Source: an optimization exercise on an open RTL-to-GDS flow (aim: small area, a short achievable clock period and few clock cycles per item). Production flows keep margins and buffers that such runs may drop.
Function was checked by simulation only, so behaviour that the tests miss may differ from the original.

==> run a <==
// gf251_encode
module gf251_encode (
    input  wire         clk,
    input  wire         rst,
    input  wire         start,
    input  wire [3:0]   k,
    input  wire [7:0]   n,
    input  wire [7:0]   r,
    input  wire [111:0] px,         
    output wire         ready,
    output wire         out_valid,
    input  wire         out_ready,
    output wire         out_last,
    output wire         out_err,
    output wire [7:0]   out_m,      
    output wire [7:0]   out_d       
);
    function [7:0] norm8(input [7:0] v);
        begin
            norm8 = (v >= 8'd251) ? v - 8'd251 : v;
        end
    endfunction
    function [7:0] fadd(input [7:0] a, input [7:0] b);
        reg [8:0] s;
        begin
            s = a + b;
            fadd = (s >= 9'd251) ? s - 9'd251 : s[7:0];
        end
    endfunction
    function [7:0] cmul(input [7:0] x, input [2:0] c);
        reg [10:0] p;
        reg [8:0]  q;
        begin
            p = x * c;
            q = p[10:8] * 3'd5 + p[7:0];
            cmul = (q >= 9'd251) ? q - 9'd251 : q[7:0];
        end
    endfunction
    reg        pend;        
    reg [1:0]  pc;          
    reg [7:0]  P [0:13];
    reg [7:0]  R;           
    reg [7:0]  B0;
    reg [3:0]  KK;
    reg [7:0]  NN;
    reg        bad;
    wire [7:0] mul_p;
  ...
==> module gf251_mul, before the edit <==
module gf251_mul (
    input  wire [7:0] a,
    input  wire [7:0] b,
    output wire [7:0] p
);
    wire [15:0] prod = a * b;
    wire [10:0] q    = prod[15:8] * 3'd5 + prod[7:0];    
    wire [8:0]  s    = q[10:8] * 3'd5 + q[7:0];           
    assign p = (s >= 9'd251) ? s - 9'd251 : s[7:0];
endmodule
==> module gf251_encode, before the edit <==
module gf251_encode (
    input  wire         clk,
    input  wire         rst,
    input  wire         start,
    input  wire [3:0]   k,
    input  wire [7:0]   n,
    input  wire [7:0]   r,
    input  wire [111:0] px,         
    output wire         ready,
    output wire         out_valid,
    input  wire         out_ready,
    output wire         out_last,
    output wire         out_err,
    output wire [7:0]   out_m,      
    output wire [7:0]   out_d       
);
    function [7:0] norm8(input [7:0] v);
        begin
            norm8 = (v >= 8'd251) ? v - 8'd251 : v;
        end
    endfunction
    function [7:0] fadd(input [7:0] a, input [7:0] b);
        reg [8:0] s;
        begin
            s = a + b;
            fadd = (s >= 9'd251) ? s - 9'd251 : s[7:0];
        end
    endfunction
    function [7:0] cmul(input [7:0] x, input [2:0] c);
        reg [10:0] p;
        reg [8:0]  q;
        begin
            p = x * c;
            q = p[10:8] * 3'd5 + p[7:0];
            cmul = (q >= 9'd251) ? q - 9'd251 : q[7:0];
        end
    endfunction
    reg        pend;        
    reg [1:0]  pc;          
    reg [7:0]  P [0:13];
    reg [7:0]  R;           
    reg [7:0]  B0;
    reg [3:0]  KK;
    reg [7:0]  NN;
    reg        bad;
    wire [7:0] mul_p;
    gf251_mul u_mul (.a(R), .b(pc[1] ? P[1] : P[0]), .p(mul_p));
    localparam E_IDLE = 3'd0;
    localparam E_CONV = 3'd1;
    localparam E_STEP = 3'd2;
    localparam E_OUT  = 3'd3;
    localparam E_ERR  = 3'd4;
    reg [2:0]  est;
    reg [2:0]  s;
    reg [3:0]  ek;
    reg [7:0]  cnt;
    reg [7:0]  F [0:7];
    reg [7:0]  G [0:7];
    reg        o_valid, o_last, o_err;
    wire xfer     = o_valid & out_ready;
    wire eng_free = (est == E_IDLE) || (xfer && o_last);
    wire launch   = pend && (pc == 2'd3) && eng_free;
    wire last_s   = ({1'b0, s} == ek - 4'd1);
    wire release_p = (launch && bad) || (est == E_CONV && last_s);
    wire estep    = (est == E_STEP) || (est == E_OUT && out_ready);
    wire conv     = (est == E_CONV);
    wire [7:0] sumF [0:6];
    wire [7:0] sumG [0:6];
    genvar t;
    generate
        for (t = 0; t < 7; t = t + 1) begin : g_sum
            assign sumF[t] = fadd(F[t], F[t+1]);
            assign sumG[t] = fadd(G[t], G[t+1]);
        end
    endgenerate
    wire [3:0] gidx  = ek + {1'b0, s} - 4'd2;
    wire [7:0] feedF = norm8(P[s]);
    wire [7:0] feedG = (s == 3'd0) ? B0 : (s == 3'd1) ? R : norm8(P[gidx]);
    assign ready = ~pend;
    integer q;
    always @(posedge clk) begin
        if (!pend) begin
            for (q = 0; q < 14; q = q + 1) P[q] <= px[8*q +: 8];
            R  <= r;
            KK <= k;
            NN <= n;
        end else begin
            case (pc)
                2'd0: begin
                    P[0] <= (norm8(P[0]) == 8'd0) ? 8'd1 : norm8(P[0]);
                    P[1] <= (norm8(P[1]) == 8'd0) ? 8'd1 : norm8(P[1]);
                    R    <= 8'd251 - R;
                    bad  <= (KK < 4'd3) || (KK > 4'd8) || (NN < {4'd0, KK}) || (NN > 8'd250);
                end
                2'd1: B0 <= mul_p;
                2'd2: R  <= mul_p;
                default: ;
            endcase
        end
        if (conv) begin
            F[0] <= feedF;
            G[0] <= feedG;
            for (q = 1; q < 8; q = q + 1) begin
                F[q] <= (s == 3'd0) ? 8'd0 : cmul(sumF[q-1], q);
                G[q] <= (s == 3'd0) ? 8'd0 : cmul(sumG[q-1], q);
            end
        end else if (estep) begin
            for (q = 0; q < 7; q = q + 1) begin
                F[q] <= sumF[q];
                G[q] <= sumG[q];
            end
        end
        if (launch) begin
            ek  <= KK;
            cnt <= NN;
            s   <= 3'd0;
        end else if (conv) begin
            s <= s + 3'd1;
        end else if (est == E_STEP || xfer) begin
            cnt <= cnt - 8'd1;
        end
        if (rst) begin
            pend    <= 1'b0;
            pc      <= 2'd0;
            est     <= E_IDLE;
            o_valid <= 1'b0;
            o_last  <= 1'b0;
            o_err   <= 1'b0;
        end else begin
            if (!pend) begin
                pend <= start;
                pc   <= 2'd0;
            end else begin
                if (pc != 2'd3) pc <= pc + 2'd1;
                if (release_p) pend <= 1'b0;
            end
            if (launch) begin
                est     <= bad ? E_ERR : E_CONV;
                o_valid <= bad;
                o_err   <= bad;
                o_last  <= bad;
            end else begin
                case (est)
                    E_CONV: if (last_s) est <= E_STEP;
                    E_STEP: begin
                        est     <= E_OUT;
                        o_valid <= 1'b1;
                        o_last  <= (cnt == 8'd1);
                    end
                    E_OUT: if (out_ready) begin
                        if (o_last) begin
                            est     <= E_IDLE;
                            o_valid <= 1'b0;
                        end
                        o_last <= (cnt == 8'd1);
                    end
                    E_ERR: if (out_ready) begin
                        est     <= E_IDLE;
                        o_valid <= 1'b0;
                        o_err   <= 1'b0;
                    end
                    default: est <= E_IDLE;
                endcase
            end
        end
    end
    assign out_valid = o_valid;
    assign out_last  = o_last;
    assign out_err   = o_err;
    assign out_m     = F[0];
    assign out_d     = G[0];
endmodule
Settings: LEC_CHECK=0, CAP_MARGIN=20, CORE_MARGIN=2, CORE_UTILIZATION=40, PLACE_DENSITY=0.6, SLEW_MARGIN=20; clock period 22.0 ns.
run.sh (not shown) runs the stock make flow with config.mk's settings and CLKGATE_MAP_FILE= SYNTH_SCRIPT=/design/flow/synth_recipe.tcl, a recipe that flattens the netlist after the stock synthesis.
==> inputs of run b, as changes to run a <==
==> flow/design.v (replaced) <==
module gf251_mul (
    input  wire [15:0] prod,
    output wire [7:0]  p
);
    wire [10:0] q = prod[15:8] * 3'd5 + prod[7:0];    
    wire [8:0]  s = q[10:8] * 3'd5 + q[7:0];           
    assign p = (s >= 9'd251) ? s - 9'd251 : s[7:0];
endmodule
module gf251_encode (
    input  wire         clk,
    input  wire         rst,
    input  wire         start,
    input  wire [3:0]   k,
    input  wire [7:0]   n,
    input  wire [7:0]   r,
    input  wire [111:0] px,         
    output wire         ready,
    output wire         out_valid,
    input  wire         out_ready,
    output wire         out_last,
    output wire         out_err,
    output wire [7:0]   out_m,      
    output wire [7:0]   out_d       
);
    function [7:0] norm8(input [7:0] v);
        begin
            norm8 = (v >= 8'd251) ? v - 8'd251 : v;
        end
    endfunction
    function [8:0] lfold(input [9:0] u);
        begin
            lfold = u[7:0] + u[9:8] * 3'd5;
        end
    endfunction
    function [7:0] canon(input [9:0] u);
        begin
            canon = (u >= 10'd502) ? u - 10'd502 : (u >= 10'd251) ? u - 10'd251 : u[7:0];
        end
    endfunction
    function [8:0] cmul(input [9:0] u, input [2:0] c);
        reg [12:0] v;
        begin
            v = u * c;
            cmul = v[7:0] + v[12:8] * 3'd5;
        end
    endfunction
    reg        rdy;         
    wire       pend = ~rdy;  
    reg [2:0]  pc;          
    reg [15:0] PR;          
    reg [7:0]  P [0:13];
    reg [7:0]  R;           
    reg [7:0]  B0;
    reg [3:0]  KK;
    reg [7:0]  NN;
    reg        bad;
    wire [7:0]  mul_p;
    wire [15:0] mul_prod = R * (pc[1] ? P[1] : P[0]);
    gf251_mul u_mul (.prod(PR), .p(mul_p));
    localparam E_IDLE = 3'd0;
    localparam E_CONV = 3'd1;
    localparam E_STEP = 3'd2;
    localparam E_OUT  = 3'd3;
    localparam E_ERR  = 3'd4;
    reg [2:0]  est;
    reg [2:0]  s;
    reg [3:0]  ek;
    reg [7:0]  cnt;
    reg [8:0]  F [0:7];     
    reg [8:0]  G [0:7];
    reg        o_valid, o_last, o_err;
    wire xfer     = o_valid & out_ready;
    wire eng_free = (est == E_IDLE) || (xfer && o_last);
    wire launch   = pend && pc[2] && eng_free;
    wire last_s   = ({1'b0, s} == ek - 4'd1);
    wire release_p = (launch && (bad || KK == 4'd3)) || (est == E_CONV && last_s);
    wire estep    = (est == E_STEP) || (est == E_OUT && out_ready);
    wire conv     = (est == E_CONV);
    wire [9:0] sumF [0:6];    
    wire [9:0] sumG [0:6];
    genvar t;
    generate
        for (t = 0; t < 7; t = t + 1) begin : g_sum
            assign sumF[t] = {1'b0, F[t]} + {1'b0, F[t+1]};
            assign sumG[t] = {1'b0, G[t]} + {1'b0, G[t+1]};
        end
    endgenerate
    wire [7:0] nextF0 = canon(sumF[0]);
    wire [7:0] nextG0 = canon(sumG[0]);
    wire [3:0] gidx  = launch ? KK : ek + {1'b0, s} - 4'd2;
    wire [2:0] fidx  = launch ? 3'd2 : s;
    wire [7:0] feedF = norm8(P[fidx]);
    wire [7:0] feedG = norm8(P[gidx]);
    assign ready = rdy;
    integer q;
    always @(posedge clk) begin
        if (!pend) begin
            for (q = 0; q < 14; q = q + 1) P[q] <= px[8*q +: 8];
            R  <= r;
            KK <= k;
            NN <= n;
        end else begin
            case (pc)
                3'd0: begin
                    P[0] <= (norm8(P[0]) == 8'd0) ? 8'd1 : norm8(P[0]);
                    P[1] <= (norm8(P[1]) == 8'd0) ? 8'd1 : norm8(P[1]);
                    R    <= 8'd251 - R;
                    bad  <= (KK < 4'd3) || (KK > 4'd8) || (NN < {4'd0, KK}) || (NN > 8'd250);
                end
                3'd1: PR <= mul_prod;
                3'd2: begin
                    B0 <= mul_p;
                    PR <= mul_prod;
                end
                3'd3: R  <= mul_p;
                default: ;
            endcase
        end
        if (launch) begin
            F[0] <= {1'b0, feedF};
            F[1] <= {1'b0, P[0]} + {1'b0, P[1]};
            F[2] <= {P[0], 1'b0};
            G[0] <= {1'b0, feedG};
            G[1] <= {1'b0, B0} + {1'b0, R};
            G[2] <= {B0, 1'b0};
            for (q = 3; q < 8; q = q + 1) begin
                F[q] <= 9'd0;
                G[q] <= 9'd0;
            end
        end else if (conv) begin
            F[0] <= {1'b0, feedF};
            G[0] <= {1'b0, feedG};
            F[1] <= {1'b0, nextF0};
            G[1] <= {1'b0, nextG0};
            for (q = 2; q < 8; q = q + 1) begin
                F[q] <= cmul(sumF[q-1], q);
                G[q] <= cmul(sumG[q-1], q);
            end
        end else if (estep) begin
            F[0] <= {1'b0, nextF0};
            G[0] <= {1'b0, nextG0};
            for (q = 1; q < 7; q = q + 1) begin
                F[q] <= lfold(sumF[q]);
                G[q] <= lfold(sumG[q]);
            end
        end
        if (launch) begin
            ek  <= KK;
            cnt <= NN;
            s   <= 3'd3;
        end else if (conv) begin
            s <= s + 3'd1;
        end else if (est == E_STEP || xfer) begin
            cnt <= cnt - 8'd1;
        end
        if (rst) begin
            pc      <= 3'd0;
            rdy     <= 1'b1;
            est     <= E_IDLE;
            o_valid <= 1'b0;
            o_last  <= 1'b0;
            o_err   <= 1'b0;
        end else begin
            if (!pend) begin
                rdy  <= ~start;
                pc   <= 3'd0;
            end else begin
                if (!pc[2]) pc <= pc + 3'd1;
                if (release_p) begin
                    rdy  <= 1'b1;
                end
            end
            if (launch) begin
                est     <= bad ? E_ERR : (KK == 4'd3) ? E_STEP : E_CONV;
                o_valid <= bad;
                o_err   <= bad;
                o_last  <= bad;
            end else begin
                case (est)
                    E_CONV: if (last_s) est <= E_STEP;
                    E_STEP: begin
                        est     <= E_OUT;
                        o_valid <= 1'b1;
                        o_last  <= (cnt == 8'd1);
                    end
                    E_OUT: if (out_ready) begin
                        if (o_last) begin
                            est     <= E_IDLE;
                            o_valid <= 1'b0;
                        end
                        o_last <= (cnt == 8'd1);
                    end
                    E_ERR: if (out_ready) begin
                        est     <= E_IDLE;
                        o_valid <= 1'b0;
                        o_err   <= 1'b0;
                    end
                    default: est <= E_IDLE;
                endcase
            end
        end
    end
    assign out_valid = o_valid;
    assign out_last  = o_last;
    assign out_err   = o_err;
    assign out_m     = F[0][7:0];
    assign out_d     = G[0][7:0];
endmodule
==> comparison table <==
	run a	run b
Final Routed Wirelength	81,600 um	91,700 um
Clock network area share	3.63%	3.57%
Placed cell count	4,476	4,800
Routed length on met1	38,100 um	42,300 um
Non-clock buffers, area share	4.80%	4.44%
Fraction of layout cells with a size suffix above 1	3.99%	3.35%
Arrival time worst endpoint	11,190 ps	8700 ps
Post-synthesis xor/xnor area fraction	9.96%	8.75%
Outcome	no timing/DRC/antenna violations	no timing/DRC/antenna violations
Fraction of synthesized cell area taken by the top area cell type	27.0%	20.6%
Number of well taps	1,040	1,080
Slew at the pin closest to its max-slew limit	1020 ps	1030 ps
Met3 routed WL	4300 um	3640 um
Final-layout worst hold slack	487 ps	455 ps
Mapped cell area	31,200 um2	33,700 um2
Area added between synthesis and finish	12.6%	11.7%
Combined global-route utilization of all metal layers	19.8%	21.3%
Critical Path RT	22,270 ps	22,320 ps
Testbench counts of run a, summed over its fixed seeds: cycles 5,583, items 3,482.
Testbench counts of run b, summed over its fixed seeds: cycles 4,646, items 3,482.

[separate check: timing with driven ports]
The results above use ideal ports. As a check the final layouts listed here were re-extracted and re-timed, cells and wires unchanged. Step 1 sets driving cells, clkbuf_16 on the clock port and buf_2 on the other inputs (assumed; they add their load-dependent delay and slew). Step 2 also shifts input and output timing later by t, the mid clock arrival at the registers, as if the neighbouring blocks saw the same clock. a / b / c = ideal ports / drivers / drivers and shift; a / b = the first two.
run	shift t [ns]	setup slack, ns	worst setup path at the end
run a	0.613	11.084 / 11.084 / 11.084	register to register
run b	0.647	13.620 / 13.643 / 12.996	input to register
After both steps every run listed still meets setup and hold. The setup slack of run b, which loses most, moves by +0.023 ns with the drivers and by -0.624 ns with both steps.
